Background: an optimization exercise with open tools, aiming at small area, a short achievable clock period and few clock cycles. Do not read the settings as production practice.
RTL that was checked went through simulation tests only; none was proved equivalent to the original.
The RTL of runs 1 and 2 was laid out without a check of its function.
No activity file was given, so power comes from the tool's default toggle rates.

===== run.sh =====
#!/bin/bash
# synth_recipe.tcl (not shown) runs the flow's synth.tcl, then flattens the netlist and writes it again
# the make line also repeats each setting of config.mk as NAME=value (left out here)
make -C /OpenROAD-flow-scripts/flow DESIGN_CONFIG=/design/flow/config.mk WORK_HOME=/design/flow/orfs CLKGATE_MAP_FILE= SYNTH_SCRIPT=/design/flow/synth_recipe.tcl finish

===== constraint.sdc =====
create_clock -name core_clock -period 12.0 [get_ports {clk}]
set_input_delay 2.4000 -clock core_clock [delete_from_list [all_inputs] [get_ports {clk}]]
set_output_delay 2.4000 -clock core_clock [all_outputs]
set_load 0.01 [all_outputs]

===== design.v =====
module asim_core (
    input  wire        clk,
    input  wire        rst,           
    output wire        imem_req,
    output wire [31:0] imem_addr,
    input  wire [31:0] imem_rdata,
    input  wire        imem_fault,
    output wire        dmem_req,
    output wire        dmem_we,
    output wire [31:0] dmem_addr,
    output wire [31:0] dmem_wdata,
    input  wire [31:0] dmem_rdata,
    input  wire        dmem_fault,
    output wire        halted,
    output wire        faulted,
    output wire [1:0]  fault_code,
    output wire [31:0] pc_out,
    input  wire [4:0]  dbg_addr,
    output wire [31:0] dbg_rdata
);
    localparam [31:0] RST_WORD     = 32'h0000007B;
    localparam [31:0] HALT_WORD    = 32'h0000007F;
    localparam [31:0] VHALT_WORD   = 32'h00000063;
    localparam [31:0] RVRS_MASK    = 32'hFFF0707F;
    localparam [31:0] RVRS_MATCH   = 32'h0000000B;
    localparam [6:0] OP_REG    = 7'b0110011;
    localparam [6:0] OP_IMM    = 7'b0010011;
    localparam [6:0] OP_LOAD   = 7'b0000011;
    localparam [6:0] OP_STORE  = 7'b0100011;
    localparam [6:0] OP_BRANCH = 7'b1100011;
    localparam [6:0] OP_JALR   = 7'b1100111;
    localparam [6:0] OP_JAL    = 7'b1101111;
    localparam [6:0] OP_LUI    = 7'b0110111;
    localparam [6:0] OP_AUIPC  = 7'b0010111;
    localparam [1:0] X_NONE = 2'd0;
    localparam [1:0] X_HALT = 2'd3;
    reg [31:0] rf [1:31];
    reg [31:1] rv;                
    reg        done;              
    reg        st_fault;
    reg [1:0]  fcode;
    reg [31:0] d_pc;              
    reg        d_valid;
    reg        e_valid;
    reg [31:0] e_pc;
    reg [31:0] e_a, e_b;
    reg        e_fa, e_fb;        
    reg        e_lu;              
    reg        e_mph;             
    reg [31:0] e_pcimm;           
    reg [4:0]  e_rd;
    reg        e_we, e_load, e_store, e_br, e_jal, e_jalr, e_rsti;
    reg        e_useimm, e_inv;
    reg        e_rsum, e_rslt, e_rsltu, e_rlog, e_rsh, e_rmul, e_rpci, e_rlink;
    reg        e_shl, e_rev;
    reg [2:0]  e_f3;
    reg [1:0]  e_exc;
    reg        w_valid;
    reg [31:0] w_pc;
    reg [31:0] w_res;
    reg [4:0]  w_rd;
    reg        w_we, w_load, w_mem, w_rsti;
    reg [1:0]  w_exc;
    function [31:0] rstval;
        input [4:0] r;
        rstval = (r == 5'd2) ? 32'd256 : 32'd0;
    endfunction
    wire [4:0]  d_rs1 = imem_rdata[19:15];
    wire [4:0]  d_rs2 = imem_rdata[24:20];
    wire [4:0]  p1a   = done ? dbg_addr : d_rs1;
    wire [31:0] p1v = (p1a != 5'd0 && rv[p1a])   ? rf[p1a]   : rstval(p1a);
    wire [31:0] p2v = (d_rs2 != 5'd0 && rv[d_rs2]) ? rf[d_rs2] : rstval(d_rs2);
    assign dbg_rdata = p1v;
    wire [31:0] ir = imem_rdata;
    wire [6:0]  op = ir[6:0];
    wire [2:0]  f3 = ir[14:12];
    wire [6:0]  f7 = ir[31:25];
    wire [4:0]  d_rd = ir[11:7];
    wire is_reg   = (op == OP_REG);
    wire is_imm   = (op == OP_IMM);
    wire is_load  = (op == OP_LOAD);
    wire is_store = (op == OP_STORE);
    wire is_br    = (op == OP_BRANCH);
    wire is_jalr  = (op == OP_JALR);
    wire is_jal   = (op == OP_JAL);
    wire is_lui   = (op == OP_LUI);
    wire is_auipc = (op == OP_AUIPC);
    wire is_rsti  = (ir == RST_WORD);
    wire is_rvrs  = ((ir & RVRS_MASK) == RVRS_MATCH);
    reg legal;
    always @(*) begin
        case (op)
            OP_REG:    legal = (f7 == 7'b0000000) ||
                               (f7 == 7'b0100000 && (f3 == 3'b000 || f3 == 3'b111));
            OP_IMM:    legal = (f3 == 3'b000) || (f3 == 3'b011);
            OP_LOAD:   legal = (f3 == 3'b010);
            OP_STORE:  legal = (f3 == 3'b010);
            OP_JALR:   legal = (f3 == 3'b000);
            OP_BRANCH: legal = (f3 != 3'b010) && (f3 != 3'b011);
            OP_LUI, OP_AUIPC, OP_JAL: legal = 1'b1;
            default:   legal = is_rsti || is_rvrs;
        endcase
    end
    wire d_halt = (ir == HALT_WORD) || (ir == VHALT_WORD);
    wire [1:0] d_exc = imem_fault ? 2'd1 : d_halt ? X_HALT : !legal ? 2'd2 : X_NONE;
    wire d_ok = (d_exc == X_NONE);
    wire r_mul = is_reg && f7[5] && (f3 == 3'b111);
    wire r_sub = is_reg && f7[5] && (f3 == 3'b000);
    wire d_we    = d_ok && (d_rd != 5'd0) &&
                   (is_reg || is_imm || is_load || is_lui || is_auipc || is_jal || is_jalr || is_rvrs);
    wire d_use1  = is_reg || is_imm || is_load || is_store || is_br || is_jalr || is_rvrs;
    wire d_use2  = is_reg || is_store || is_br;
    wire [31:0] imm_b = {{19{ir[31]}}, ir[31], ir[7], ir[30:25], ir[11:8], 1'b0};
    wire [31:0] imm_u = {ir[31:12], 12'b0};
    wire [31:0] imm_j = {{11{ir[31]}}, ir[31], ir[19:12], ir[20], ir[30:21], 1'b0};
    wire [31:0] imm_i = {{20{ir[31]}}, ir[31:20]};
    wire [31:0] imm_s = {{20{ir[31]}}, ir[31:25], ir[11:7]};
    wire [31:0] d_pcimm = ((is_auipc || is_jal || is_br) ? d_pc : 32'd0) +
                          ((is_lui || is_auipc) ? imm_u : is_jal ? imm_j : is_br ? imm_b :
                           is_store ? imm_s : imm_i);
    wire e_wr1 = e_valid && e_we && (e_rd == d_rs1);
    wire e_wr2 = e_valid && e_we && (e_rd == d_rs2);
    wire e_rs  = e_valid && e_rsti;
    wire w_wr1 = w_valid && w_we && (w_rd == d_rs1);
    wire w_wr2 = w_valid && w_we && (w_rd == d_rs2);
    wire w_rs  = w_valid && w_rsti;
    wire [31:0] w_val = w_load ? dmem_rdata : w_res;
    wire [31:0] d_a = e_rs ? rstval(d_rs1) : w_wr1 ? w_val : w_rs ? rstval(d_rs1) : p1v;
    wire [31:0] d_b = e_rs ? rstval(d_rs2) : w_wr2 ? w_val : w_rs ? rstval(d_rs2) : p2v;
    wire e_late = e_load || e_rmul;
    wire d_fa = e_wr1 && e_late;
    wire d_fb = e_wr2 && e_late;
    wire d_ea = e_wr1 && !e_late;
    wire d_eb = e_wr2 && !e_late;
    wire d_lu = (d_use1 && d_fa) || (d_use2 && d_fb);
    wire [31:0] a = e_a;
    wire [31:0] b = e_b;
    wire        estall = e_valid && (e_lu || (e_rmul && !e_mph));
    wire [31:0] op2  = e_useimm ? e_pcimm : b;
    wire [32:0] sum33 = {1'b0, a} + {1'b0, op2 ^ {32{e_inv}}} + {32'd0, e_inv};
    wire [31:0] sum  = sum33[31:0];
    wire        ltu  = ~sum33[32];
    wire        lt   = (a[31] ^ op2[31]) ? a[31] : sum[31];
    wire        eq   = (a == b);
    wire        cond  = e_f3[2] ? (e_f3[1] ? ltu : lt) : eq;
    wire        taken = e_jal || e_jalr || (e_br && (cond ^ e_f3[0]));
    wire        redirect = e_valid && !estall && taken;
    wire [31:0] target = e_jalr ? sum : e_pcimm;
    function [31:0] rev32;
        input [31:0] x;
        integer k;
        for (k = 0; k < 32; k = k + 1) rev32[k] = x[31 - k];
    endfunction
    wire [31:0] shin  = (e_shl || e_rev) ? rev32(a) : a;
    wire [4:0]  shamt = e_rev ? 5'd0 : b[4:0];
    wire [31:0] shout = shin >> shamt;
    wire [31:0] shres = e_shl ? rev32(shout) : shout;
    reg [31:0] logres;
    always @(*) begin
        case (e_f3[1:0])
            2'b00:   logres = a ^ b;
            2'b10:   logres = a | b;
            default: logres = a & b;
        endcase
    end
    wire [31:0] msum   = a * b[15:0] + {16'd0, w_res[31:16] & {16{e_mph}}};
    wire [31:0] mulres = e_mph ? {msum[15:0], w_res[15:0]} : msum;
    wire [31:0] link = e_pc + 32'd4;
    wire [31:0] fresult =
        ({32{e_rsum}}  & sum) |
        ({32{e_rslt}}  & {31'd0, e_rsltu ? ltu : lt}) |
        ({32{e_rlog}}  & logres) |
        ({32{e_rsh}}   & shres) |
        ({32{e_rpci}}  & e_pcimm) |
        ({32{e_rlink}} & link);
    wire [31:0] result = e_rmul ? mulres : fresult;
    wire w_dfault = w_mem && dmem_fault;
    wire w_term   = w_valid && ((w_exc != X_NONE) || w_dfault);
    wire w_wen    = w_valid && w_we && !(w_load && dmem_fault) && !done;
    wire [31:0] fetch_seq = d_pc + 32'd4;
    wire [31:0] fetch_addr = redirect ? target : (estall ? d_pc : fetch_seq);
    assign imem_req   = 1'b1;
    assign imem_addr  = fetch_addr;
    assign dmem_req   = e_valid && (e_load || e_store) && !estall && !done && !w_term;
    assign dmem_we    = e_store;
    assign dmem_addr  = sum;
    assign dmem_wdata = b;
    assign halted     = done && !st_fault;
    assign faulted    = done && st_fault;
    assign fault_code = fcode;
    assign pc_out     = w_pc;
    always @(posedge clk) begin
        if (w_wen)
            rf[w_rd] <= w_val;
    end
    always @(posedge clk) begin
        if (rst) begin
            rv <= 31'd0;
        end else if (!done) begin
            if (w_valid && w_rsti)
                rv <= 31'd0;
            else if (w_wen)
                rv[w_rd] <= 1'b1;
        end
    end
    always @(posedge clk) begin
        if (rst) begin
            done     <= 1'b0;
            st_fault <= 1'b0;
            fcode    <= 2'd0;
        end else if (!done && w_term) begin
            done     <= 1'b1;
            st_fault <= (w_exc != X_HALT);
            fcode    <= (w_exc == X_NONE) ? 2'd3 : w_exc;
        end
    end
    always @(posedge clk) begin
        if (!done && !w_term)
            w_pc <= e_pc;
    end
    always @(posedge clk) begin
        if (rst) begin
            d_pc    <= 32'hFFFFFFFC;
            d_valid <= 1'b0;
            e_valid <= 1'b0;
            w_valid <= 1'b0;
        end else begin
            d_pc    <= fetch_addr;
            d_valid <= 1'b1;
            if (!estall)
                e_valid <= d_valid && !redirect;
            w_valid <= e_valid && !estall;
        end
    end
    always @(posedge clk) begin
        if (!estall) begin
            e_pc     <= d_pc;
            e_a      <= d_ea ? fresult : d_a;
            e_b      <= d_eb ? fresult : d_b;
            e_fa     <= d_fa;
            e_fb     <= d_fb;
            e_lu     <= d_lu;
            e_mph    <= 1'b0;
            e_pcimm  <= d_pcimm;
            e_rd     <= d_rd;
            e_we     <= d_we;
            e_load   <= d_ok && is_load;
            e_store  <= d_ok && is_store;
            e_br     <= d_ok && is_br;
            e_jal    <= d_ok && is_jal;
            e_jalr   <= d_ok && is_jalr;
            e_rsti   <= d_ok && is_rsti;
            e_useimm <= is_imm || is_load || is_store || is_jalr;
            e_inv    <= r_sub || (is_reg && (f3 == 3'b010 || f3 == 3'b011)) ||
                        (is_imm && f3 == 3'b011) || is_br;
            e_rsum   <= (is_reg && f3 == 3'b000) || (is_imm && f3 == 3'b000);
            e_rslt   <= (is_reg && (f3 == 3'b010 || f3 == 3'b011)) || (is_imm && f3 == 3'b011);
            e_rsltu  <= f3[0];
            e_rlog   <= is_reg && (f3 == 3'b100 || f3 == 3'b110 || (f3 == 3'b111 && !f7[5]));
            e_rsh    <= (is_reg && (f3 == 3'b001 || f3 == 3'b101)) || is_rvrs;
            e_shl    <= is_reg && f3 == 3'b001;
            e_rev    <= is_rvrs;
            e_rmul   <= d_ok && r_mul;
            e_rpci   <= is_lui || is_auipc;
            e_rlink  <= is_jal || is_jalr;
            e_f3     <= f3;
            e_exc    <= d_exc;
        end else begin
            e_a   <= e_fa ? w_val : e_a;
            e_b   <= e_lu ? (e_fb ? w_val : e_b) : {16'd0, e_b[31:16]};
            e_fa  <= 1'b0;
            e_fb  <= 1'b0;
            e_lu  <= 1'b0;
            e_mph <= !e_lu;
        end
        w_res   <= result;
        w_rd    <= e_rd;
        w_we    <= e_we;
        w_load  <= e_load;
        w_mem   <= e_load || e_store;
        w_rsti  <= e_rsti;
        w_exc   <= e_exc;
    end
endmodule

===== config.mk =====
export PLATFORM = sky130hd
export DESIGN_NAME = asim_core
export DESIGN_NICKNAME = asim_core
export VERILOG_FILES = /design/flow/design.v
export SDC_FILE = /design/flow/constraint.sdc
export NUM_CORES = 4
export LEC_CHECK = 0
export CAP_MARGIN = 20
export CORE_MARGIN = 2
export CORE_UTILIZATION = 40
export SETUP_SLACK_MARGIN = 5
export SLEW_MARGIN = 20

==> results of run 1 <==
## timing repair
action	in CTS	in global routing
endpoints found under the setup margin	121	102
pin swaps	73	56
buffers inserted	125	64
gates cloned	29	4
gates resized for setup	577	195
## registers in the layout (all words and copies together), names as in the netlist, 2 cells and up
signal   flops
w_res       32
w_rd         5
d_pc        32
e_b         32
e_f3         3
rv          31
w_exc        2
e_rd         5
fcode        2
e_pcimm     32
e_a         32
e_pc        32
e_exc        2
w_pc        32
rf         992
## power by group
group          switching [mW]  internal, mW
clock network            1.97          2.49
registers               0.215          5.07
logic                    2.17          1.35
total                    4.35          8.91
## cells in the final DEF, fill, tap and decap left out, types with 26 or more instances in the layout
cell,n
inv_1,524
clkbuf_16,145
o221ai_1,27
ha_1,212
a22oi_1,40
mux2i_1,235
edfxtp_1,1196
mux2_2,30
clkdlybuf4s50_1,148
nand2_1,1509
nor2b_1,29
nand3_1,356
nor3_1,69
o211ai_1,53
o21ai_0,145
buf_12,38
a31oi_1,53
clkinv_1,31
a311oi_1,196
buf_4,307
mux4_2,356
fa_1,320
nor2_4,64
xnor2_1,136
nand4_1,27
buf_6,72
and3_1,131
and2_1,83
xor2_1,68
nor2_1,373
o22ai_1,26
a21o_1,58
a21oi_1,215
dfxtp_1,99
## per-stage QoR
step                      total power, mW  area (µm²)  setup WS [ps]
after floorplan                      7.05       84700           4250
after global placement               8.43       90400           2110
after detailed placement             8.45       90400           2110
after CTS                            13.1       98200           4400
after global routing                 13.7       99500           4210
final                                13.3       99500           4340
## worst max-delay path: stages, from the launching register on
cell      delay, ps
edfxtp_1        410
buf_12          160
buf_12          140
buf_12          140
mux2i_2         140
xnor2_1         150
ha_1            340
buf_4           150
a21o_1          200
a31o_4          250
a32oi_4         250
and3b_2         260
a21oi_4         110
o31a_1          280
a31o_4          250
a21o_4          240
nand3_4         150
buf_12          160
buf_8           130
mux2i_4         330
buf_2           190
## cell families after synthesis
| family | count (synthesis) | share of synthesized area (%) |
|---|---|---|
| and+or+nand+nor | 2788 | 14.3 |
| DFF | 1297 | 44.9 |
| AOI/OAI and AO/OA | 1122 | 9.29 |
| buffers and inverters | 1096 | 5.11 |
| muxes | 657 | 13.1 |
| adders and majority gates | 549 | 11.0 |
| xor gates and xnor gates | 221 | 2.29 |
| other | 1 | 0.00444 |
## final cells by class
| type | instances | area, µm² |
|---|---|---|
| timing repair inverter | 6 | 97.6 |
| sequential | 1297 | 37900 |
| clock inverter | 82 | 970 |
| multi-input combinational | 5348 | 44400 |
| tap | 2805 | 3510 |
| clock buffer | 174 | 3770 |
| inverter | 544 | 2120 |
| antenna | 9 | 22.5 |
| fill | 18800 | 110000 |
| timing repair buffer | 651 | 6700 |
## cell usage after synthesis (147+ instances only)
cell      instances
a21oi_1         255
fa_1            321
nand2_1        1512
nor2_1          440
a311oi_1        206
mux2i_1         262
ha_1            228
xnor2_1         147
nand3_1         359
o21ai_0         159
edfxtp_1       1196
clkbuf_1        377
inv_1           533
mux4_2          356
## final timing paths
path / startpoint / end / slack (ps) / depth (start not counted)
max: e_useimm / imem_addr[29] / 4340 / 20
min: e_exc[0] / w_exc[0] / 340 / 0
max reg2reg: e_b[6] / w_res[29] / 5110 / 21
min reg2reg: e_exc[0] / w_exc[0] / 340 / 0
## routing by layer
metal / wire [µm] / global-route usage (%)
met5: 87 / 0
met4: 28600 / 22.2
met3: 37500 / 6.61
met1: 124000 / 39.2
met2: 159000 / 49.7
==> flow_metrics.tcl, run 1 <==
set metrics [dict create \
    vias 69000 \
    cts_htree_levels 4 \
    status "timing/DRC/antenna clean" \
    grt_overflow 0 \
    clkTransAtPathRegs_ps 60 \
    power_density_mw_per_mm2 133 \
    io_buffers 238 \
    rsz0062_at_grt "true" \
    p_leak_nw 36.7 \
    route.detailed.drc 0 \
    die_height_um 464 \
    finalWirelength_mm 349 \
    setup_viol 0 \
    final-max-slew-violation-count 0 \
    fin_nets 8612 \
    synth_area_leaders "edfxtp_1, mux4_2, fa_1, nand2_1, ha_1" \
    grt_pass1_vias 67100 \
    ys_warn_count 1 \
    drive_above_1_share_pct 17.4 \
    finalHoldViolCount 0 \
    max_cap_viol_count 0 \
    synth_top_area_cell "edfxtp_1" \
    syn-cell-area_mm2 0.0845 \
    synthToLayoutAreaGrowth_pct 17.7 \
    hp-class "register to register" \
    syn-instance-count 7731 \
    ctsHoldBuffers 0 \
    ant_nets 0 \
    critPathLaunchType "register" \
    die-width_um 464 \
    wire_per_inst_um 32.0 \
    syn_area_per_cell_um2 10.9 \
    yosysSeqAreaShare_pct 44.9 \
    grt.total_usage_pct 31.7 \
    synth_cell_types 95 \
    final_core_util_pct 47.4 \
    path_class "register to primary output" \
    path_max_fanout 8 \
    start_util_pct 40.3 \
    synth_nets 8353 \
    dp.cells 10400 \
    async_flop_share_pct 0 \
    cts.root.buffer_cell "clkbuf_16" \
    rows 168 \
    drtIter0Drc 10000 \
    dp_hpwl_mm 218 \
    critPathArrivalTime_ps 5260 \
    clock_latency_ps 850 \
    ir_drop_mv 0.114 \
    maxSlewHeadroom_pct 19.9 \
    final_cells 10900 \
    worst_pin_slew_ps 1200 \
    synth_enable_flop_cells 1196 \
    io_pins 240 \
    antenna_found_initial 20 \
    yosys.area.top_type_share_pct 42.5 \
    ys_ff_latch 1297 \
    viasPerCell 6.32 \
    grt_max_degree 107 \
    core_area_mm2 0.210 \
    cts_made_buffers 142 \
    fmax_mhz 131 \
    period_share_pct 63.8 \
    end_kind "primary output" \
    post-route-min-period_ps 7660 \
    gp_congestion 1.01 \
    tns_ps 0 \
    cts_tree "done" \
    crit_required_ps 9600 \
    synth_flop_cell "edfxtp_1" \
    clk_path_buf_depth 3 \
    whs_ps 342 \
    cts_num_sinks 1297 \
    grt_pass1_wl_mm 493 \
    finClkSkew_ps 50.1 \
    first_pass_iters 8 \
    dieArea_mm2 0.215 \
]
==> inputs of run 2 (changes only) <==
--- a/design.v
+++ b/design.v
@@ -36,6 +36,8 @@
     localparam [1:0] X_HALT = 2'd3;
     reg [31:0] rf [1:31];
     reg [31:1] rv;                
+    wire [1023:0] rfv;            
+    wire [31:0]   rvv = {rv, 1'b0};
     reg        done;              
     reg        st_fault;
     reg [1:0]  fcode;
@@ -44,8 +46,7 @@
     reg        e_valid;
     reg [31:0] e_pc;
     reg [31:0] e_a, e_b;
-    reg        e_fa, e_fb;        
-    reg        e_lu;              
+    reg        d_mph;             
     reg        e_mph;             
     reg [31:0] e_pcimm;           
     reg [4:0]  e_rd;
@@ -68,8 +69,8 @@
     wire [4:0]  d_rs1 = imem_rdata[19:15];
     wire [4:0]  d_rs2 = imem_rdata[24:20];
     wire [4:0]  p1a   = done ? dbg_addr : d_rs1;
-    wire [31:0] p1v = (p1a != 5'd0 && rv[p1a])   ? rf[p1a]   : rstval(p1a);
-    wire [31:0] p2v = (d_rs2 != 5'd0 && rv[d_rs2]) ? rf[d_rs2] : rstval(d_rs2);
+    wire [31:0] p1v = rvv[p1a]   ? rfv[32*p1a +: 32]   : rstval(p1a);
+    wire [31:0] p2v = rvv[d_rs2] ? rfv[32*d_rs2 +: 32] : rstval(d_rs2);
     assign dbg_rdata = p1v;
     wire [31:0] ir = imem_rdata;
     wire [6:0]  op = ir[6:0];
@@ -104,7 +105,6 @@
     wire d_halt = (ir == HALT_WORD) || (ir == VHALT_WORD);
     wire [1:0] d_exc = imem_fault ? 2'd1 : d_halt ? X_HALT : !legal ? 2'd2 : X_NONE;
     wire d_ok = (d_exc == X_NONE);
-    wire r_mul = is_reg && f7[5] && (f3 == 3'b111);
     wire r_sub = is_reg && f7[5] && (f3 == 3'b000);
     wire d_we    = d_ok && (d_rd != 5'd0) &&
                    (is_reg || is_imm || is_load || is_lui || is_auipc || is_jal || is_jalr || is_rvrs);
@@ -128,14 +128,15 @@
     wire [31:0] d_a = e_rs ? rstval(d_rs1) : w_wr1 ? w_val : w_rs ? rstval(d_rs1) : p1v;
     wire [31:0] d_b = e_rs ? rstval(d_rs2) : w_wr2 ? w_val : w_rs ? rstval(d_rs2) : p2v;
     wire e_late = e_load || e_rmul;
-    wire d_fa = e_wr1 && e_late;
-    wire d_fb = e_wr2 && e_late;
     wire d_ea = e_wr1 && !e_late;
     wire d_eb = e_wr2 && !e_late;
-    wire d_lu = (d_use1 && d_fa) || (d_use2 && d_fb);
+    wire d_lu = e_late && ((d_use1 && e_wr1) || (d_use2 && e_wr2));
+    wire d_mul   = is_reg && f7[5] && (f3 == 3'b111);
+    wire d_stall = d_valid && (d_lu || (d_mul && !d_mph));    
+    wire d_issue = d_valid && !redirect && !d_lu;             
+    wire [31:0] d_bf = d_eb ? fresult : d_b;
     wire [31:0] a = e_a;
     wire [31:0] b = e_b;
-    wire        estall = e_valid && (e_lu || (e_rmul && !e_mph));
     wire [31:0] op2  = e_useimm ? e_pcimm : b;
     wire [32:0] sum33 = {1'b0, a} + {1'b0, op2 ^ {32{e_inv}}} + {32'd0, e_inv};
     wire [31:0] sum  = sum33[31:0];
@@ -144,7 +145,7 @@
     wire        eq   = (a == b);
     wire        cond  = e_f3[2] ? (e_f3[1] ? ltu : lt) : eq;
     wire        taken = e_jal || e_jalr || (e_br && (cond ^ e_f3[0]));
-    wire        redirect = e_valid && !estall && taken;
+    wire        redirect = e_valid && taken;
     wire [31:0] target = e_jalr ? sum : e_pcimm;
     function [31:0] rev32;
         input [31:0] x;
@@ -178,10 +179,10 @@
     wire w_term   = w_valid && ((w_exc != X_NONE) || w_dfault);
     wire w_wen    = w_valid && w_we && !(w_load && dmem_fault) && !done;
     wire [31:0] fetch_seq = d_pc + 32'd4;
-    wire [31:0] fetch_addr = redirect ? target : (estall ? d_pc : fetch_seq);
+    wire [31:0] fetch_addr = redirect ? target : (d_stall ? d_pc : fetch_seq);
     assign imem_req   = 1'b1;
     assign imem_addr  = fetch_addr;
-    assign dmem_req   = e_valid && (e_load || e_store) && !estall && !done && !w_term;
+    assign dmem_req   = e_valid && (e_load || e_store) && !done && !w_term;
     assign dmem_we    = e_store;
     assign dmem_addr  = sum;
     assign dmem_wdata = b;
@@ -189,10 +190,17 @@
     assign faulted    = done && st_fault;
     assign fault_code = fcode;
     assign pc_out     = w_pc;
-    always @(posedge clk) begin
-        if (w_wen)
-            rf[w_rd] <= w_val;
-    end
+    assign rfv[31:0] = 32'd0;
+    genvar g;
+    generate
+        for (g = 1; g < 32; g = g + 1) begin : regs
+            always @(posedge clk) begin
+                if (w_wen && w_rd == g)
+                    rf[g] <= w_val;
+            end
+            assign rfv[32*g +: 32] = rf[g];
+        end
+    endgenerate
     always @(posedge clk) begin
         if (rst) begin
             rv <= 31'd0;
@@ -222,57 +230,46 @@
         if (rst) begin
             d_pc    <= 32'hFFFFFFFC;
             d_valid <= 1'b0;
+            d_mph   <= 1'b0;
             e_valid <= 1'b0;
             w_valid <= 1'b0;
         end else begin
             d_pc    <= fetch_addr;
             d_valid <= 1'b1;
-            if (!estall)
-                e_valid <= d_valid && !redirect;
-            w_valid <= e_valid && !estall;
-        end
-    end
-    always @(posedge clk) begin
-        if (!estall) begin
-            e_pc     <= d_pc;
-            e_a      <= d_ea ? fresult : d_a;
-            e_b      <= d_eb ? fresult : d_b;
-            e_fa     <= d_fa;
-            e_fb     <= d_fb;
-            e_lu     <= d_lu;
-            e_mph    <= 1'b0;
-            e_pcimm  <= d_pcimm;
-            e_rd     <= d_rd;
-            e_we     <= d_we;
-            e_load   <= d_ok && is_load;
-            e_store  <= d_ok && is_store;
-            e_br     <= d_ok && is_br;
-            e_jal    <= d_ok && is_jal;
-            e_jalr   <= d_ok && is_jalr;
-            e_rsti   <= d_ok && is_rsti;
-            e_useimm <= is_imm || is_load || is_store || is_jalr;
-            e_inv    <= r_sub || (is_reg && (f3 == 3'b010 || f3 == 3'b011)) ||
-                        (is_imm && f3 == 3'b011) || is_br;
-            e_rsum   <= (is_reg && f3 == 3'b000) || (is_imm && f3 == 3'b000);
-            e_rslt   <= (is_reg && (f3 == 3'b010 || f3 == 3'b011)) || (is_imm && f3 == 3'b011);
-            e_rsltu  <= f3[0];
-            e_rlog   <= is_reg && (f3 == 3'b100 || f3 == 3'b110 || (f3 == 3'b111 && !f7[5]));
-            e_rsh    <= (is_reg && (f3 == 3'b001 || f3 == 3'b101)) || is_rvrs;
-            e_shl    <= is_reg && f3 == 3'b001;
-            e_rev    <= is_rvrs;
-            e_rmul   <= d_ok && r_mul;
-            e_rpci   <= is_lui || is_auipc;
-            e_rlink  <= is_jal || is_jalr;
-            e_f3     <= f3;
-            e_exc    <= d_exc;
-        end else begin
-            e_a   <= e_fa ? w_val : e_a;
-            e_b   <= e_lu ? (e_fb ? w_val : e_b) : {16'd0, e_b[31:16]};
-            e_fa  <= 1'b0;
-            e_fb  <= 1'b0;
-            e_lu  <= 1'b0;
-            e_mph <= !e_lu;
-        end
+            d_mph   <= d_issue && d_mul && !d_mph;
+            e_valid <= d_issue;
+            w_valid <= e_valid;
+        end
+    end
+    always @(posedge clk) begin
+        e_pc     <= d_pc;
+        e_a      <= d_ea ? fresult : d_a;
+        e_b      <= d_mph ? {16'd0, d_bf[31:16]} : d_bf;
+        e_mph    <= d_mph;
+        e_pcimm  <= d_pcimm;
+        e_rd     <= d_rd;
+        e_we     <= d_we && !(d_mul && !d_mph);
+        e_load   <= d_ok && is_load;
+        e_store  <= d_ok && is_store;
+        e_br     <= d_ok && is_br;
+        e_jal    <= d_ok && is_jal;
+        e_jalr   <= d_ok && is_jalr;
+        e_rsti   <= d_ok && is_rsti;
+        e_useimm <= is_imm || is_load || is_store || is_jalr;
+        e_inv    <= r_sub || (is_reg && (f3 == 3'b010 || f3 == 3'b011)) ||
+                    (is_imm && f3 == 3'b011) || is_br;
+        e_rsum   <= (is_reg && f3 == 3'b000) || (is_imm && f3 == 3'b000);
+        e_rslt   <= (is_reg && (f3 == 3'b010 || f3 == 3'b011)) || (is_imm && f3 == 3'b011);
+        e_rsltu  <= f3[0];
+        e_rlog   <= is_reg && (f3 == 3'b100 || f3 == 3'b110 || (f3 == 3'b111 && !f7[5]));
+        e_rsh    <= (is_reg && (f3 == 3'b001 || f3 == 3'b101)) || is_rvrs;
+        e_shl    <= is_reg && f3 == 3'b001;
+        e_rev    <= is_rvrs;
+        e_rmul   <= d_ok && d_mul;
+        e_rpci   <= is_lui || is_auipc;
+        e_rlink  <= is_jal || is_jalr;
+        e_f3     <= f3;
+        e_exc    <= d_exc;
         w_res   <= result;
         w_rd    <= e_rd;
         w_we    <= e_we;
==> run 2 against run 1 <==
Against the previous run: register-to-register slack improved by 40 ps; critical path depth up 1; sequential share of layout area is 1.6 points lower; global-route usage rose by 1.8 points; first-iteration DRC count up 3.4%; combinational power about the same; clock skew shrank 12 ps; hold slack worse by 2.0 ps; sequential cell count shrank 2; clock power barely moved; setup slack better by 59 ps; area after synthesis decreased by 3.3%; largest power group unchanged.
==> flow_metrics.tcl, run 2 <==
set metrics [dict create \
    synth_nets 8222 \
    combPwrFrac_pct 26.7 \
    hp-class "register to register" \
    die-width_um 456 \
    power_frac_clock_pct 34.0 \
    critPathLaunchType "register" \
    path_max_fanout 6 \
    max_flop_register "rf" \
    cts_made_buffers 140 \
    finClkSkew_ps 38.5 \
    rsz0062_at_grt "true" \
    p_leak_nw 37.2 \
    tns_ps 0 \
    cts.root.buffer_cell "clkbuf_16" \
    synth_flop_cell "edfxtp_1" \
    ys_warn_count 2 \
    grt_use_met1_pct 40.2 \
    p_sw_mw 4.24 \
    die_height_um 456 \
    maxSlewHeadroom_pct 12.3 \
    grt_pass1_vias 67200 \
    io_pins 240 \
    fin_nets 8576 \
    n_fill_cell 17900 \
    largest_register_ffs 992 \
    syn_area_per_cell_um2 10.7 \
    synthToLayoutAreaGrowth_pct 21.8 \
    drive_above_1_share_pct 20.1 \
    crit_required_ps 9600 \
    clkTransAtPathRegs_ps 60 \
    crit_start "e_useimm" \
    period_share_pct 63.3 \
    r2r-end "w_res[30]" \
    yosys.area.top_type_share_pct 38.2 \
    ctsHoldBuffers 0 \
    grt_max_degree 93 \
    ant_nets 0 \
    wire_per_inst_um 33.4 \
    first_pass_iters 10 \
    end_kind "primary output" \
    dieArea_mm2 0.208 \
    core_area_mm2 0.203 \
    synth_area_leaders "edfxtp_1, mux4_2, fa_1, nand2_1, dfxtp_1" \
    dp_hpwl_mm 209 \
    grt_busiest_layer "met2" \
    crit_end "imem_addr[31]" \
    p_int_mw 8.86 \
    status "timing/DRC/antenna clean" \
    r2r-start "e_a[14]" \
    ys_ff_latch 1295 \
    clock_latency_ps 820 \
    async_flop_share_pct 0 \
    layout_commonest_cell "nand2_1" \
    use_met3_pct 7.60 \
    cts_htree_levels 4 \
    viasPerCell 6.43 \
    final_cell_mix "nand2_1, edfxtp_1, inv_1" \
    p_seq_share_pct 39.3 \
    grt_pass1_wl_mm 502 \
    grt_overflow 0 \
    cts_num_sinks 1295 \
    rows 165 \
    drtIter0Drc 10400 \
    gp_congestion 1.01 \
    preCtsSetupSlack_ps 2340 \
    start_util_pct 40.3 \
    path_class "register to primary output" \
    finalWirelength_mm 359 \
    cts_tree "done" \
    yosysSeqAreaShare_pct 44.5 \
    synth_top_area_cell "edfxtp_1" \
    synth_common_cells "nand2_1, edfxtp_1, inv_1" \
    power_density_mw_per_mm2 132 \
    yosys.cell_count.top_type "nand2_1" \
    grt.total_usage_pct 33.5 \
    syn-cell-area_mm2 0.0817 \
    max_cap_viol_count 0 \
    antenna_found_initial 11 \
    rr_worst_depth 22 \
    route.detailed.drc 0 \
    syn-instance-count 7605 \
    vias 69100 \
    critPathArrivalTime_ps 5200 \
    setup_viol 0 \
    worst_pin_slew_ps 1320 \
    r2r_slack_ps 5150 \
    sw_frac_of_total_pct 32.4 \
    finalHoldViolCount 0 \
    post-route-min-period_ps 7600 \
    synth_enable_flop_cells 1040 \
    ir_drop_mv 0.161 \
    multiInputGateArea_mm2 0.0441 \
    final-max-slew-violation-count 0 \
    fmax_mhz 132 \
    seq_area_mm2 0.0364 \
    setup_slack_ps 4400 \
    clk_path_buf_depth 3 \
    synth_cell_types 90 \
    io_buffers 238 \
    grt_util_met2_pct 51.8 \
]
run 2: how the worst min path moves through the flow:
stage / from / endpoint / slack (ps) / cells after the start
floorplan: e_exc[0] / w_exc[0] / 310 / 0
global placement: e_exc[1] / w_exc[1] / 320 / 0
detailed placement: e_exc[1] / w_exc[1] / 320 / 0
CTS: e_exc[1] / w_exc[1] / 340 / 0
global route: e_exc[0] / w_exc[0] / 340 / 0
finish: e_exc[1] / w_exc[1] / 340 / 0
run 2: cell families (layout without fill, tap and decap cells):
group / Yosys count / count (layout) / share of synthesized area [%]
AOI/OAI and AO/OA: 1125 / 1127 / 9.33
buffers and inverters: 1067 / 1528 / 5.04
other: 1 / 7 / 0.00459
and+or+nand+nor: 2708 / 2709 / 14.5
DFF: 1295 / 1295 / 44.5
adders and majority gates: 544 / 544 / 11.3
xor gates and xnor gates: 227 / 227 / 2.43
muxes: 638 / 646 / 12.9
run 2: worst max-delay path, stage by stage (launching register included):
cell	delay [ps]
dfxtp_4	410
buf_12	160
mux2i_4	250
xnor2_2	130
inv_1	80
fa_2	400
nand2b_4	170
a21oi_4	160
o21ai_2	110
a21oi_2	200
a21o_1	210
a31oi_4	140
o31a_1	330
a31o_4	300
buf_6	140
o21ai_4	210
buf_6	160
nand3_4	110
buf_12	180
buf_16	130
mux2i_4	180
buf_6	150
run 2: layer usage:
layer	share of wire (%)	vias up
met4	9.5	14
li1	-	28200
met3	11	1454
met1	35	34300
met5	0.026	-
met2	45	5172
run 2: area by class of cell:
cell class / instances / area share (%)
multi-input cells: 5254 / 44.3
flip-flops and latches: 1295 / 36.5
repair buffers: 747 / 9.08
clock buffers: 182 / 3.87
well taps: 2672 / 3.36
inverters: 520 / 1.99
clock inverters: 78 / 0.814
diodes: 6 / 0.0151
repair inverters: 1 / 0.00754
run 2: what timing repair did:
action | 4_1_cts | 5_1_grt
setup endpoints to repair | 109 | 101
pin swaps | 180 | 101
gates resized for setup | 877 | 206
gates cloned | 73 | 10
setup buffers | 202 | 59
run 2: through the flow:
stage | utilization (%) | instance area (µm²) | instances | power (mW) | hold WS [ps]
after floorplan | - | 81800 | 7605 | 6.80 | 310
after global placement | 43.1 | 87200 | 10100 | 8.07 | 320
after detailed placement | 43.1 | 87300 | 10100 | 8.09 | 323
after CTS | 48.3 | 97900 | 10700 | 12.9 | 340
after global routing | 49.1 | 99500 | 10700 | 13.4 | 344
final | 49.1 | 99500 | 10800 | 13.1 | 340
run 2: power groups by stage:
stage               Clock (mW)  Sequential [mW]  Combinational (mW)
floorplan                    0             5.17                1.63
CTS                       4.47             5.13                3.30
global placement             0             5.22                2.84
global route              4.63             5.15                3.64
detailed placement           0             5.23                2.86
finish                    4.45             5.14                3.50
==> inputs of run 3 (changes only) <==
--- a/design.v
+++ b/design.v
@@ -52,6 +52,7 @@
     reg [4:0]  e_rd;
     reg        e_we, e_load, e_store, e_br, e_jal, e_jalr, e_rsti;
     reg        e_useimm, e_inv;
+    reg        e_pred, e_predok;  
     reg        e_rsum, e_rslt, e_rsltu, e_rlog, e_rsh, e_rmul, e_rpci, e_rlink;
     reg        e_shl, e_rev;
     reg [2:0]  e_f3;
@@ -135,6 +136,12 @@
     wire d_stall = d_valid && (d_lu || (d_mul && !d_mph));    
     wire d_issue = d_valid && !redirect && !d_lu;             
     wire [31:0] d_bf = d_eb ? fresult : d_b;
+    wire [13:0] pb = {1'b0, d_pc[12:0]} + {1'b0, imm_b[12:0]};
+    wire [13:0] pj = {1'b0, d_pc[12:0]} + {1'b0, imm_j[12:0]};
+    wire d_pbr  = is_br && ir[31];
+    wire d_pred = d_valid && !d_lu && (d_pbr || is_jal);
+    wire [31:0] ptarget = {d_pc[31:13], is_jal ? pj[12:0] : pb[12:0]};
+    wire d_predok = is_jal ? (!pj[13] && imm_j[31:13] == 19'd0) : pb[13];
     wire [31:0] a = e_a;
     wire [31:0] b = e_b;
     wire [31:0] op2  = e_useimm ? e_pcimm : b;
@@ -143,10 +150,11 @@
     wire        ltu  = ~sum33[32];
     wire        lt   = (a[31] ^ op2[31]) ? a[31] : sum[31];
     wire        eq   = (a == b);
+    wire [31:0] link = e_pc + 32'd4;
     wire        cond  = e_f3[2] ? (e_f3[1] ? ltu : lt) : eq;
     wire        taken = e_jal || e_jalr || (e_br && (cond ^ e_f3[0]));
-    wire        redirect = e_valid && taken;
-    wire [31:0] target = e_jalr ? sum : e_pcimm;
+    wire        redirect = e_valid && (e_pred ? !(taken && e_predok) : taken);
+    wire [31:0] target = (e_pred && !taken) ? link : e_jalr ? sum : e_pcimm;
     function [31:0] rev32;
         input [31:0] x;
         integer k;
@@ -166,7 +174,6 @@
     end
     wire [31:0] msum   = a * b[15:0] + {16'd0, w_res[31:16] & {16{e_mph}}};
     wire [31:0] mulres = e_mph ? {msum[15:0], w_res[15:0]} : msum;
-    wire [31:0] link = e_pc + 32'd4;
     wire [31:0] fresult =
         ({32{e_rsum}}  & sum) |
         ({32{e_rslt}}  & {31'd0, e_rsltu ? ltu : lt}) |
@@ -179,7 +186,7 @@
     wire w_term   = w_valid && ((w_exc != X_NONE) || w_dfault);
     wire w_wen    = w_valid && w_we && !(w_load && dmem_fault) && !done;
     wire [31:0] fetch_seq = d_pc + 32'd4;
-    wire [31:0] fetch_addr = redirect ? target : (d_stall ? d_pc : fetch_seq);
+    wire [31:0] fetch_addr = redirect ? target : d_stall ? d_pc : d_pred ? ptarget : fetch_seq;
     assign imem_req   = 1'b1;
     assign imem_addr  = fetch_addr;
     assign dmem_req   = e_valid && (e_load || e_store) && !done && !w_term;
@@ -268,6 +275,8 @@
         e_rmul   <= d_ok && d_mul;
         e_rpci   <= is_lui || is_auipc;
         e_rlink  <= is_jal || is_jalr;
+        e_pred   <= d_pred;
+        e_predok <= d_predok;
         e_f3     <= f3;
         e_exc    <= d_exc;
         w_res   <= result;
==> run 3 against run 2 <==
Against the previous run: still clean on timing, DRC and antenna; clock skew rose by 1.4 ps; area after synthesis up 2.8%; combinational power fell by 3%; die area up 2.8%; first-iteration DRC count shrank 7.3%; wire length up 0.76%; critical path depth fell by 1; non-clock buffer count rose by 28; cell count up 4.8%; global-route usage shrank 0.76 points; sequential power shrank 2%; hold slack worse by 12 ps; critical path type unchanged; highest routed layer unchanged.
==> flow_metrics.tcl, run 3 <==
set metrics [dict create \
    ctsHoldBuffers 0 \
    syn-instance-count 7987 \
    yosysSeqAreaShare_pct 43.3 \
    p_sw_mw 4.13 \
    rows 168 \
    yosys.area.top_type_share_pct 37.2 \
    p_leak_nw 38.4 \
    synth_common_cells "nand2_1, edfxtp_1, inv_1" \
    synthToLayoutAreaGrowth_pct 21.6 \
    clk_path_buf_depth 3 \
    hp-class "register to register" \
    cts_htree_levels 4 \
    max_flop_register "rf" \
    r2r_slack_ps 5130 \
    combPwrFrac_pct 26.1 \
    io_buffers 238 \
    synth_mux_area_share_pct 12.7 \
    grt.total_usage_pct 32.8 \
    synthSimpleGateAreaFrac_pct 14.9 \
    fin_nets 8990 \
    crit_start "e_useimm" \
    synth-adder-area-share_pct 11.3 \
    p_total_mw 12.9 \
    maxSlewHeadroom_pct 14.5 \
    setup_slack_ps 4250 \
    rsz0062_at_grt "true" \
    hp-start "e_exc[1]" \
    r2r-end "w_res[29]" \
    drive_above_1_share_pct 19.5 \
    first_pass_iters 9 \
    synth_flop_cell "edfxtp_1" \
    final_cell_mix "nand2_1, edfxtp_1, inv_1" \
    final_core_util_pct 48.8 \
    cts_made_buffers 141 \
    n_fill_cell 18500 \
    route.detailed.drc 0 \
    core_area_mm2 0.209 \
    synth_area_leaders "edfxtp_1, mux4_2, fa_1, nand2_1, dfxtp_1" \
    power_density_mw_per_mm2 127 \
    io_pins 240 \
    drtIter0Drc 9605 \
    path_max_fanout 7 \
    ant_nets 0 \
    tns_ps 0 \
    min_path_cells 0 \
    crit_required_ps 9600 \
    finalWirelength_mm 362 \
    dp_hpwl_mm 217 \
    period_share_pct 64.5 \
    clock_latency_ps 820 \
    die_height_um 462 \
    finalHoldViolCount 0 \
    syn_area_per_cell_um2 10.5 \
    seq_area_mm2 0.0364 \
    end_kind "primary output" \
    r2r-start "e_b[6]" \
    grt_pass1_vias 69100 \
    preCtsSetupSlack_ps 2220 \
    antenna_found_initial 10 \
    finClkSkew_ps 39.8 \
    largest_register_ffs 992 \
    grt_overflow 0 \
    critPathArrivalTime_ps 5350 \
    p_int_mw 8.79 \
    power_frac_clock_pct 34.7 \
    worst_pin_slew_ps 1250 \
    start_util_pct 40.2 \
    async_flop_share_pct 0 \
    syn-cell-area_mm2 0.0840 \
    dieArea_mm2 0.214 \
    final-max-slew-violation-count 0 \
    synth_top_area_cell "edfxtp_1" \
    multiInputGateArea_mm2 0.0462 \
    ys_warn_count 2 \
    max_cap_viol_count 0 \
    hold_end "w_exc[1]" \
    setup_viol 0 \
    cts.root.buffer_cell "clkbuf_16" \
    viasPerCell 6.36 \
    whs_ps 328 \
    cts_num_sinks 1297 \
    synth-compound-area-share_pct 10.3 \
    synth_top_family_by_area "simple AND/OR/NAND/NOR gates" \
    status "timing/DRC/antenna clean" \
    p_seq_share_pct 39.2 \
    synth_enable_flop_cells 1040 \
    die-width_um 462 \
    grt_max_degree 81 \
    fmax_mhz 129 \
    ys_ff_latch 1297 \
    path_class "register to primary output" \
    cts_tree "done" \
    yosys.cell_count.top_type "nand2_1" \
    rr_worst_depth 23 \
    layout_commonest_cell "nand2_1" \
    synth_cell_types 95 \
    wire_per_inst_um 32.1 \
    post-route-min-period_ps 7750 \
    clkTransAtPathRegs_ps 60 \
    vias 71700 \
    synth_xor_area_share_pct 2.30 \
    gp_congestion 0.982 \
    sw_frac_of_total_pct 32.0 \
    ir_drop_mv 0.168 \
    synth_nets 8624 \
    grt_pass1_wl_mm 502 \
    critPathLaunchType "register" \
]
-- run 3: worst max-delay path by stage --
stage	endpoint	slack (ps)	cells after the start
CTS	imem_addr[12]	4300	20
global route	imem_addr[18]	4160	20
floorplan	imem_addr[9]	4920	15
detailed placement	dbg_rdata[30]	2220	10
finish	imem_addr[18]	4250	20
global placement	dbg_rdata[30]	2290	10
-- run 3: per-layer routing --
metal  global-route usage, %  up-vias  part of all wire, %
met5                       0        -                0.036
met4                    24.1        8                  9.1
met3                    7.33     1404                   11
met2                    51.5     5254                   45
met1                    39.6    35600                   35
li1                        -    29500                    -
-- run 3: through the flow --
step                cell area (µm²)  cells
floorplan                     84200   7987
global placement              89600  10600
detailed placement            89600  10600
CTS                           99700  11200
global route                 102000  11300
finish                       102000  11300
-- run 3: repair_timing --
| action | CTS | global route |
|---|---|---|
| cloned | 50 | 17 |
| gates resized for setup | 900 | 283 |
| setup buffers | 213 | 93 |
| endpoints found under the setup margin | 112 | 96 |
| pin swaps | 149 | 125 |
-- run 3: area by class of cell --
cell class,instances,area share [%]
Antenna cell,6,0.0147
Multi-Input combinational cell,5578,45.2
Timing Repair inverter,2,0.0208
Sequential cell,1297,35.7
Clock inverter,78,0.817
Clock buffer,176,3.77
Inverter,558,2.11
Tap cell,2805,3.44
Timing Repair Buffer,775,8.93
-- run 3: kinds of logic after synthesis --
family,after synthesis
and+or+nand+nor,2860
AOI/OAI and AO/OA,1275
DFF,1297
buffers and inverters,1122
xor gates and xnor gates,221
other,1
adders and majority gates,564
muxes,647
-- run 3: worst max-delay path, cell delays in order, from the launching register on --
cell and delay (ps):
dfxtp_4 430, buf_12 170, mux2i_4 260, xnor2_2 150, inv_2 60, fa_2 430, nor2b_4 130, o31a_1 250
o41ai_4 130, o21ai_2 240, a31oi_4 130, o31a_1 270, buf_6 140, a41o_4 320, o21a_4 270, o21ai_4 200
buf_8 150, buf_8 130, mux2i_4 290, a21o_1 230, buf_6 130
-- run 3: power by group through the flow --
stage	clock network, mW	registers (mW)	logic [mW]
after global placement	0	5.15	2.73
after floorplan	0	5.12	1.60
after detailed placement	0	5.15	2.74
final	4.48	5.06	3.38
after global routing	4.68	5.07	3.51
after CTS	4.49	5.05	3.12
Testbench counts of run 3, summed over its fixed seeds: cycles 45,960.
==> inputs of run 4 (changes only) <==
--- a/design.v
+++ b/design.v
@@ -34,10 +34,8 @@
     localparam [6:0] OP_AUIPC  = 7'b0010111;
     localparam [1:0] X_NONE = 2'd0;
     localparam [1:0] X_HALT = 2'd3;
-    reg [31:0] rf [1:31];
+    reg [1023:32] rf;             
     reg [31:1] rv;                
-    wire [1023:0] rfv;            
-    wire [31:0]   rvv = {rv, 1'b0};
     reg        done;              
     reg        st_fault;
     reg [1:0]  fcode;
@@ -45,13 +43,14 @@
     reg        d_valid;
     reg        e_valid;
     reg [31:0] e_pc;
-    reg [31:0] e_a, e_b;
+    reg [31:0] e_a;
+    reg [31:0] e_b;               
     reg        d_mph;             
     reg        e_mph;             
     reg [31:0] e_pcimm;           
     reg [4:0]  e_rd;
     reg        e_we, e_load, e_store, e_br, e_jal, e_jalr, e_rsti;
-    reg        e_useimm, e_inv;
+    reg        e_inv;
     reg        e_pred, e_predok;  
     reg        e_rsum, e_rslt, e_rsltu, e_rlog, e_rsh, e_rmul, e_rpci, e_rlink;
     reg        e_shl, e_rev;
@@ -70,6 +69,8 @@
     wire [4:0]  d_rs1 = imem_rdata[19:15];
     wire [4:0]  d_rs2 = imem_rdata[24:20];
     wire [4:0]  p1a   = done ? dbg_addr : d_rs1;
+    wire [1023:0] rfv = {rf, 32'd0};    
+    wire [31:0]   rvv = {rv, 1'b0};
     wire [31:0] p1v = rvv[p1a]   ? rfv[32*p1a +: 32]   : rstval(p1a);
     wire [31:0] p2v = rvv[d_rs2] ? rfv[32*d_rs2 +: 32] : rstval(d_rs2);
     assign dbg_rdata = p1v;
@@ -116,9 +117,8 @@
     wire [31:0] imm_j = {{11{ir[31]}}, ir[31], ir[19:12], ir[20], ir[30:21], 1'b0};
     wire [31:0] imm_i = {{20{ir[31]}}, ir[31:20]};
     wire [31:0] imm_s = {{20{ir[31]}}, ir[31:25], ir[11:7]};
-    wire [31:0] d_pcimm = ((is_auipc || is_jal || is_br) ? d_pc : 32'd0) +
-                          ((is_lui || is_auipc) ? imm_u : is_jal ? imm_j : is_br ? imm_b :
-                           is_store ? imm_s : imm_i);
+    wire [31:0] d_pcimm = (is_lui ? 32'd0 : d_pc) +
+                          ((is_lui || is_auipc) ? imm_u : is_jal ? imm_j : imm_b);
     wire e_wr1 = e_valid && e_we && (e_rd == d_rs1);
     wire e_wr2 = e_valid && e_we && (e_rd == d_rs2);
     wire e_rs  = e_valid && e_rsti;
@@ -136,20 +136,24 @@
     wire d_stall = d_valid && (d_lu || (d_mul && !d_mph));    
     wire d_issue = d_valid && !redirect && !d_lu;             
     wire [31:0] d_bf = d_eb ? fresult : d_b;
-    wire [13:0] pb = {1'b0, d_pc[12:0]} + {1'b0, imm_b[12:0]};
-    wire [13:0] pj = {1'b0, d_pc[12:0]} + {1'b0, imm_j[12:0]};
+    wire d_useimm = is_imm || is_load || is_store || is_jalr;
+    wire d_inv    = r_sub || (is_reg && (f3 == 3'b010 || f3 == 3'b011)) ||
+                    (is_imm && f3 == 3'b011) || is_br;
+    wire [31:0] d_op2 = d_useimm ? (is_store ? imm_s : imm_i) :
+                        d_mph ? {16'd0, d_bf[31:16]} : d_bf;
+    wire [13:1] pb = {1'b0, d_pc[12:1]} + {1'b0, imm_b[12:1]};
+    wire [13:1] pj = {1'b0, d_pc[12:1]} + {1'b0, imm_j[12:1]};
     wire d_pbr  = is_br && ir[31];
     wire d_pred = d_valid && !d_lu && (d_pbr || is_jal);
-    wire [31:0] ptarget = {d_pc[31:13], is_jal ? pj[12:0] : pb[12:0]};
+    wire [31:0] ptarget = {d_pc[31:13], is_jal ? pj[12:1] : pb[12:1], d_pc[0]};
     wire d_predok = is_jal ? (!pj[13] && imm_j[31:13] == 19'd0) : pb[13];
     wire [31:0] a = e_a;
-    wire [31:0] b = e_b;
-    wire [31:0] op2  = e_useimm ? e_pcimm : b;
-    wire [32:0] sum33 = {1'b0, a} + {1'b0, op2 ^ {32{e_inv}}} + {32'd0, e_inv};
+    wire [31:0] b = e_b;          
+    wire [32:0] sum33 = {1'b0, a} + {1'b0, e_b} + {32'd0, e_inv};
     wire [31:0] sum  = sum33[31:0];
     wire        ltu  = ~sum33[32];
-    wire        lt   = (a[31] ^ op2[31]) ? a[31] : sum[31];
-    wire        eq   = (a == b);
+    wire        lt   = (a[31] ^ e_b[31] ^ e_inv) ? a[31] : sum[31];
+    wire        eq   = &(a ^ e_b);     
     wire [31:0] link = e_pc + 32'd4;
     wire        cond  = e_f3[2] ? (e_f3[1] ? ltu : lt) : eq;
     wire        taken = e_jal || e_jalr || (e_br && (cond ^ e_f3[0]));
@@ -172,7 +176,25 @@
             default: logres = a & b;
         endcase
     end
-    wire [31:0] msum   = a * b[15:0] + {16'd0, w_res[31:16] & {16{e_mph}}};
+    wire [18:0] bx = {2'b00, b[15:0], 1'b0};
+    reg  [287:0] brow;            
+    reg  [31:0] bcorr, bm;
+    reg         bone, btwo, bneg;
+    integer     bi;
+    always @(*) begin
+        bcorr = 32'd0;
+        for (bi = 0; bi < 9; bi = bi + 1) begin
+            bone = bx[2*bi+1] ^ bx[2*bi];
+            btwo = (bx[2*bi+2] & ~bx[2*bi+1] & ~bx[2*bi]) | (~bx[2*bi+2] & bx[2*bi+1] & bx[2*bi]);
+            bneg = bx[2*bi+2] & ~(bx[2*bi+1] & bx[2*bi]);
+            bm   = ({32{bone}} & a) | ({32{btwo}} & {a[30:0], 1'b0});
+            brow[32*bi +: 32] = (bm ^ {32{bneg}}) << (2*bi);
+            bcorr = bcorr | ({31'd0, bneg} << (2*bi));
+        end
+    end
+    wire [31:0] msum = brow[31:0] + brow[63:32] + brow[95:64] + brow[127:96] + brow[159:128] +
+                       brow[191:160] + brow[223:192] + brow[255:224] + brow[287:256] + bcorr +
+                       {16'd0, w_res[31:16] & {16{e_mph}}};
     wire [31:0] mulres = e_mph ? {msum[15:0], w_res[15:0]} : msum;
     wire [31:0] fresult =
         ({32{e_rsum}}  & sum) |
@@ -186,28 +208,24 @@
     wire w_term   = w_valid && ((w_exc != X_NONE) || w_dfault);
     wire w_wen    = w_valid && w_we && !(w_load && dmem_fault) && !done;
     wire [31:0] fetch_seq = d_pc + 32'd4;
-    wire [31:0] fetch_addr = redirect ? target : d_stall ? d_pc : d_pred ? ptarget : fetch_seq;
+    wire [31:0] fetch_np   = redirect ? target : d_stall ? d_pc : fetch_seq;
+    wire [31:0] fetch_addr = (d_pred && !redirect) ? ptarget : fetch_np;
     assign imem_req   = 1'b1;
     assign imem_addr  = fetch_addr;
     assign dmem_req   = e_valid && (e_load || e_store) && !done && !w_term;
     assign dmem_we    = e_store;
     assign dmem_addr  = sum;
-    assign dmem_wdata = b;
+    assign dmem_wdata = e_pcimm;
     assign halted     = done && !st_fault;
     assign faulted    = done && st_fault;
     assign fault_code = fcode;
     assign pc_out     = w_pc;
-    assign rfv[31:0] = 32'd0;
-    genvar g;
-    generate
-        for (g = 1; g < 32; g = g + 1) begin : regs
-            always @(posedge clk) begin
-                if (w_wen && w_rd == g)
-                    rf[g] <= w_val;
-            end
-            assign rfv[32*g +: 32] = rf[g];
-        end
-    endgenerate
+    integer m;
+    always @(posedge clk) begin
+        for (m = 1; m < 32; m = m + 1)
+            if (w_wen && w_rd == m)
+                rf[32*m +: 32] <= w_val;
+    end
     always @(posedge clk) begin
         if (rst) begin
             rv <= 31'd0;
@@ -251,9 +269,9 @@
     always @(posedge clk) begin
         e_pc     <= d_pc;
         e_a      <= d_ea ? fresult : d_a;
-        e_b      <= d_mph ? {16'd0, d_bf[31:16]} : d_bf;
+        e_b      <= d_op2 ^ {32{d_inv}};
         e_mph    <= d_mph;
-        e_pcimm  <= d_pcimm;
+        e_pcimm  <= is_store ? d_bf : d_pcimm;
         e_rd     <= d_rd;
         e_we     <= d_we && !(d_mul && !d_mph);
         e_load   <= d_ok && is_load;
@@ -262,9 +280,7 @@
         e_jal    <= d_ok && is_jal;
         e_jalr   <= d_ok && is_jalr;
         e_rsti   <= d_ok && is_rsti;
-        e_useimm <= is_imm || is_load || is_store || is_jalr;
-        e_inv    <= r_sub || (is_reg && (f3 == 3'b010 || f3 == 3'b011)) ||
-                    (is_imm && f3 == 3'b011) || is_br;
+        e_inv    <= d_inv;
         e_rsum   <= (is_reg && f3 == 3'b000) || (is_imm && f3 == 3'b000);
         e_rslt   <= (is_reg && (f3 == 3'b010 || f3 == 3'b011)) || (is_imm && f3 == 3'b011);
         e_rsltu  <= f3[0];
--- a/config.mk
+++ b/config.mk
@@ -10,3 +10,4 @@
 export CORE_UTILIZATION = 40
 export SETUP_SLACK_MARGIN = 5
 export SLEW_MARGIN = 20
+export TNS_END_PERCENT = 10
==> run 4 against run 3 <==
Against the previous run: power down 6.2%; setup slack better by 170 ps; critical path depth down 7; still clean on timing, DRC and antenna; hold slack improved by 4.8 ps; sequential power is 1% higher; critical path type is now input pin to primary output; cell count shrank 16%.
==> flow_metrics.tcl, run 4 <==
set metrics [dict create \
    wl_met3_mm 38.7 \
    first_pass_iters 9 \
    ir_drop_mv 0.135 \
    max_flop_register "rf" \
    viasPerCell 6.57 \
    syn_area_per_cell_um2 12.4 \
    syn-instance-count 6434 \
    maxSlewHeadroom_pct 13.6 \
    hp-class "register to register" \
    wire_per_inst_um 35.2 \
    hp-start "e_exc[0]" \
    crit_required_ps 9600 \
    cts_made_buffers 141 \
    async_flop_share_pct 0 \
    die-width_um 450 \
    grt_overflow 0 \
    crit_start "imem_rdata[5]" \
    critPathArrivalTime_ps 5180 \
    clock_latency_ps 810 \
    wl_met2_mm 151 \
    cts_htree_levels 4 \
    status "timing/DRC/antenna clean" \
    highest_layer "met5" \
    die_height_um 450 \
    power_frac_clock_pct 37.0 \
    ant_nets 0 \
    rsz0062_at_grt "true" \
    p_sw_mw 3.63 \
    drive_above_1_share_pct 23.7 \
    synthToLayoutAreaGrowth_pct 18.4 \
    syn-cell-area_mm2 0.0796 \
    fin_nets 7155 \
    yosysSeqAreaShare_pct 45.6 \
    synth_top_area_cell "edfxtp_1" \
    grt_pass1_vias 60400 \
    drtIter0Drc 8767 \
    finalWirelength_mm 333 \
    final-max-slew-violation-count 0 \
    end_kind "primary output" \
    final_core_util_pct 47.7 \
    synth_nets 6879 \
    io_buffers 238 \
    io_pins 240 \
    tns_ps 0 \
    p_seq_share_pct 42.2 \
    r2r-start "e_b[1]" \
    rows 163 \
    finalHoldViolCount 0 \
    clk_path_buf_depth 3 \
    finClkSkew_ps 27.3 \
    grt_pass1_wl_mm 463 \
    grt_max_degree 87 \
    yosys.area.top_type_share_pct 39.2 \
    met1_length_mm 116 \
    post-route-min-period_ps 7580 \
    synth_flop_cell "edfxtp_1" \
    synth_common_cells "edfxtp_1, mux4_2, nand2_1" \
    start_util_pct 40.3 \
    ys_warn_count 1 \
    setup_viol 0 \
    antenna_found_initial 23 \
    synth_area_leaders "edfxtp_1, mux4_2, dfxtp_1, fa_1, ha_1" \
    period_share_pct 63.1 \
    critPathLaunchType "input pin" \
    path_class "input pin to primary output" \
    layout_commonest_cell "edfxtp_1" \
    synth_enable_flop_cells 1040 \
    clkTransAtPathRegs_ps 60 \
    combPwrFrac_pct 20.8 \
    route.detailed.drc 0 \
    final_cell_mix "edfxtp_1, mux4_2, nand2_1" \
    dp_hpwl_mm 210 \
    grt.total_usage_pct 32.1 \
    cts_tree "done" \
    p_int_mw 8.49 \
    gp_congestion 1.01 \
    cts.root.buffer_cell "clkbuf_16" \
    path_max_fanout 14 \
    dieArea_mm2 0.203 \
    cts_num_sinks 1296 \
    p_leak_nw 32.9 \
    sw_frac_of_total_pct 29.9 \
    power_density_mw_per_mm2 129 \
    core_area_mm2 0.198 \
    max_cap_viol_count 0 \
    worst_pin_slew_ps 1280 \
    largest_register_ffs 992 \
    yosys.cell_count.top_type "edfxtp_1" \
    ys_ff_latch 1296 \
    fmax_mhz 132 \
    synth_cell_types 90 \
    p_total_mw 12.1 \
    vias 62300 \
]
run 4: cell types whose count changed after synthesis, sizes merged, moves of 136 or more:
cell and delta:
fa -157, nand3 -280, nor2 -143, mux4 +240, a22oi +184, nand2 -906, xor2 +186, a311oi -136
inv -278
run 4: metrics by stage:
step	area (µm²)	hold slack (ps)	instances	setup WS [ps]
after floorplan	79800	310	6434	4770
after global placement	85400	319	9007	2150
after detailed placement	85400	319	9007	2100
after CTS	93600	337	9437	4510
after global routing	94300	340	9468	4350
final	94300	333	9471	4420
run 4: power by group through the flow:
| stage | Clock, mW | Sequential (mW) | Combinational [mW] |
|---|---|---|---|
| 5_1_grt | 4.70 | 5.11 | 2.63 |
| 3_3_place_gp | 0 | 5.19 | 2.21 |
| 4_1_cts | 4.51 | 5.10 | 2.43 |
| 6_report | 4.49 | 5.11 | 2.52 |
| 3_5_place_dp | 0 | 5.19 | 2.22 |
| 2_1_floorplan | 0 | 5.11 | 1.28 |
run 4: layout make-up:
cell class                 instances  area, µm²
inverter                         269       1070
clock inverter                    86        908
timing repair inverter             2       12.5
fill                           17300     103000
clock buffer                     174       3790
sequential                      1296      36400
timing repair buffer             615       6680
antenna                            4       10.0
tap                             2640       3300
multi-input combinational       4385      42200
run 4: kinds of logic (layout without fill, tap and decap cells):
logic type                 Yosys count  in the layout  share of synthesized area, %
adders and majority gates          372            372                          7.41
muxes                              819            826                          19.3
DFF                               1296           1296                          45.6
xor gates and xnor gates           414            414                          4.55
AOI/OAI and AO/OA                 1272           1273                          10.6
and+or+nand+nor                   1499           1499                          8.67
other                                1              5                       0.00471
buffers and inverters              761           1146                          3.78
run 4: worst paths after layout:
check	slack [ps]	depth (start not counted)	endpoint
worst max-delay path	4420	13	imem_addr[29]
worst max register to register	4830	23	w_res[30]
worst min register to register	330	0	w_exc[0]
worst min-delay path	330	0	w_exc[0]
run 4: timing repair:
action                                  4_1_cts  5_1_grt
buffers inserted                            135       25
pin swaps                                    63       52
resized for setup                           677       87
hold buffers                                  0        0
endpoints found under the setup margin      109       98
gates cloned                                 35        3
run 4: worst max-delay path: stages:
cell and delay [ps]:
buf_6 140, and3b_1 200, o21ai_2 150, o41ai_2 90, a22o_2 300, a211oi_4 280
o211ai_1 130, buf_4 170, or3_4 400, nor3_4 210, xnor2_1 110, a211oi_2 380
buf_2 210
run 4: per-layer routing:
| metal | up-vias | GRT usage [%] |
|---|---|---|
| met5 | - | 0 |
| met4 | 30 | 21.7 |
| met3 | 1086 | 8.51 |
| met2 | 4427 | 49.5 |
| met1 | 31500 | 39.4 |
| li1 | 25200 | - |
Testbench counts of run 4, summed over its fixed seeds: cycles 45,960.
==> inputs of run 5 (changes only) <==
--- a/config.mk
+++ b/config.mk
@@ -8,6 +8,8 @@
 export CAP_MARGIN = 20
 export CORE_MARGIN = 2
 export CORE_UTILIZATION = 40
+export CTS_CLUSTER_DIAMETER = 80
+export CTS_CLUSTER_SIZE = 25
 export SETUP_SLACK_MARGIN = 5
 export SLEW_MARGIN = 20
 export TNS_END_PERCENT = 10
==> run 5 against run 4 <==
Against the previous run: still clean on timing, DRC and antenna; hold slack better by 14 ps; combinational power about the same; first-iteration DRC count down 0.87%; utilization down 0.81 points; critical endpoint is now imem_addr[0]; highest routed layer unchanged.
==> flow_metrics.tcl, run 5 <==
set metrics [dict create \
    status "timing/DRC/antenna clean" \
    antenna_found_initial 24 \
    core_area_mm2 0.198 \
    synthToLayoutAreaGrowth_pct 16.4 \
    grt_max_degree 87 \
    finalWirelength_mm 332 \
    path_max_fanout 10 \
    clkTransAtPathRegs_ps 90 \
    cts_num_sinks 1296 \
    syn-instance-count 6434 \
    clk_path_buf_depth 3 \
    largest_register_ffs 992 \
    syn_area_per_cell_um2 12.4 \
    layout_commonest_cell "edfxtp_1" \
    yosys.cell_count.top_type "edfxtp_1" \
    highest_layer "met5" \
    wl_met3_mm 37.6 \
    final_cells 9376 \
    post-route-min-period_ps 7560 \
    ctsHoldBuffers 0 \
    drtIter0Drc 8691 \
    synth_top_area_cell "edfxtp_1" \
    maxSlewHeadroom_pct 8.40 \
    drive_above_1_share_pct 23.2 \
    synth-adder-area-share_pct 7.41 \
    synth_enable_flop_cells 1040 \
    rsz0062_at_grt "true" \
    yosysSeqAreaShare_pct 45.6 \
    grt.total_usage_pct 31.8 \
    path_class "register to primary output" \
    ant_nets 0 \
    cts_htree_levels 3 \
    syn-cell-area_mm2 0.0796 \
    power_density_mw_per_mm2 116 \
    cts.root.buffer_cell "clkbuf_16" \
    yosys.area.top_type_share_pct 39.2 \
    hp-class "register to register" \
    final-max-slew-violation-count 0 \
    synth_mux_area_share_pct 19.3 \
    critPathLaunchType "register" \
    period_share_pct 63.0 \
    io_buffers 238 \
    fmax_mhz 132 \
    grt_pass1_wl_mm 460 \
    first_pass_iters 8 \
    synth_common_cells "edfxtp_1, mux4_2, nand2_1" \
    end_kind "primary output" \
    vias 61900 \
    tns_ps 0 \
    start_util_pct 40.3 \
    met1_length_mm 116 \
    cts_tree "done" \
    die-width_um 450 \
    dpl_cell_area_mm2 0.0854 \
    synth_xor_area_share_pct 4.55 \
    synth_top_family_by_area "multiplexers" \
    synth_area_leaders "edfxtp_1, mux4_2, dfxtp_1, fa_1, ha_1" \
    viasPerCell 6.60 \
    final_cell_mix "edfxtp_1, mux4_2, nand2_1" \
    io_pins 240 \
    async_flop_share_pct 0 \
    wl_met2_mm 151 \
    ys_warn_count 1 \
    fin_area_mm2 0.0927 \
    setup_viol 0 \
    finalHoldViolCount 0 \
    final_core_util_pct 46.9 \
    synthSimpleGateAreaFrac_pct 8.67 \
    n_fill_cell 17400 \
    dp_hpwl_mm 210 \
    finClkSkew_ps 54.3 \
]
run 5: cell count changes in the layout (fill, tap and decap cells not counted), moves of 13 or more:
cell,delta
clkbuf_1,-19
clkinv_2,-31
buf_6,+18
bufinv_16,-13
clkbuf_16,-61
clkinv_1,-17
run 5: power breakdown:
| group | leakage, nW | total, mW | internal [mW] | switching [mW] |
|---|---|---|---|---|
| Combinational | 19.3 | 2.52 | 1.00 | 1.51 |
| Sequential | 11.5 | 5.11 | 4.91 | 0.194 |
| Clock | 1.28 | 3.09 | 1.33 | 1.76 |
run 5: worst paths after layout:
path                 start      endpoint  slack [ps]  depth (start not counted)
setup / recovery   e_a[22]  imem_addr[0]        4440                         15
hold / removal    e_exc[0]      w_exc[0]         350                          0
setup reg to reg    e_b[1]     w_res[30]        4890                         25
hold reg to reg   e_exc[0]      w_exc[0]         350                          0
run 5: per-layer routing:
metal	GRT usage (%)	up-vias
met5	0	-
met1	39.1	31400
met4	21.3	24
met3	7.67	1048
met2	49.7	4332
li1	-	25100
run 5: cell families after synthesis:
kind of cell	after synthesis
mux	819
fa+ha+maj	372
buf+inv	761
flops	1296
xor+xnor	414
simple gates	1499
compound gates	1272
other cells	1
run 5: worst max-delay path, cell delays in order (launching register included):
cell	delay (ps)
dfxtp_2	440
inv_1	130
ha_1	440
a21oi_4	240
o21ai_2	130
a221o_1	350
a31oi_2	230
nand3_2	230
mux2_4	400
o21a_1	230
a221o_2	440
a21oi_4	250
buf_12	180
nand2_1	70
nand2_1	100
clkdlybuf4s50_1	550
run 5: timing repair:
action	CTS	global route
endpoints found under the setup margin	112	96
setup buffers	131	49
cloned	35	5
gates resized for setup	658	138
pin swaps	71	59
run 5: metrics by stage:
stage | hold slack (ps) | setup slack (ps)
2_1_floorplan | 310 | 4770
3_3_place_gp | 319 | 2150
3_5_place_dp | 319 | 2100
4_1_cts | 347 | 4510
5_1_grt | 351 | 4340
6_report | 347 | 4440
run 5: layout make-up:
cell class | instances | area, µm² | share of cell area, %
Multi-Input combinational cell | 4385 | 42300 | 45.6
Sequential cell | 1296 | 36400 | 39.2
Timing Repair Buffer | 638 | 7000 | 7.55
Tap cell | 2640 | 3300 | 3.56
Clock buffer | 81 | 2010 | 2.16
Inverter | 269 | 1070 | 1.16
Clock inverter | 52 | 633 | 0.683
Antenna cell | 13 | 32.5 | 0.0351
Timing Repair inverter | 2 | 12.5 | 0.0135

Setup slack of run 5, layout unchanged: 4.437 ns with ideal ports, 4.255 ns with driving cells assumed (clock clkbuf_16, inputs buf_2), 3.589 ns with port delays also shifted by the 0.847 ns mid clock arrival.
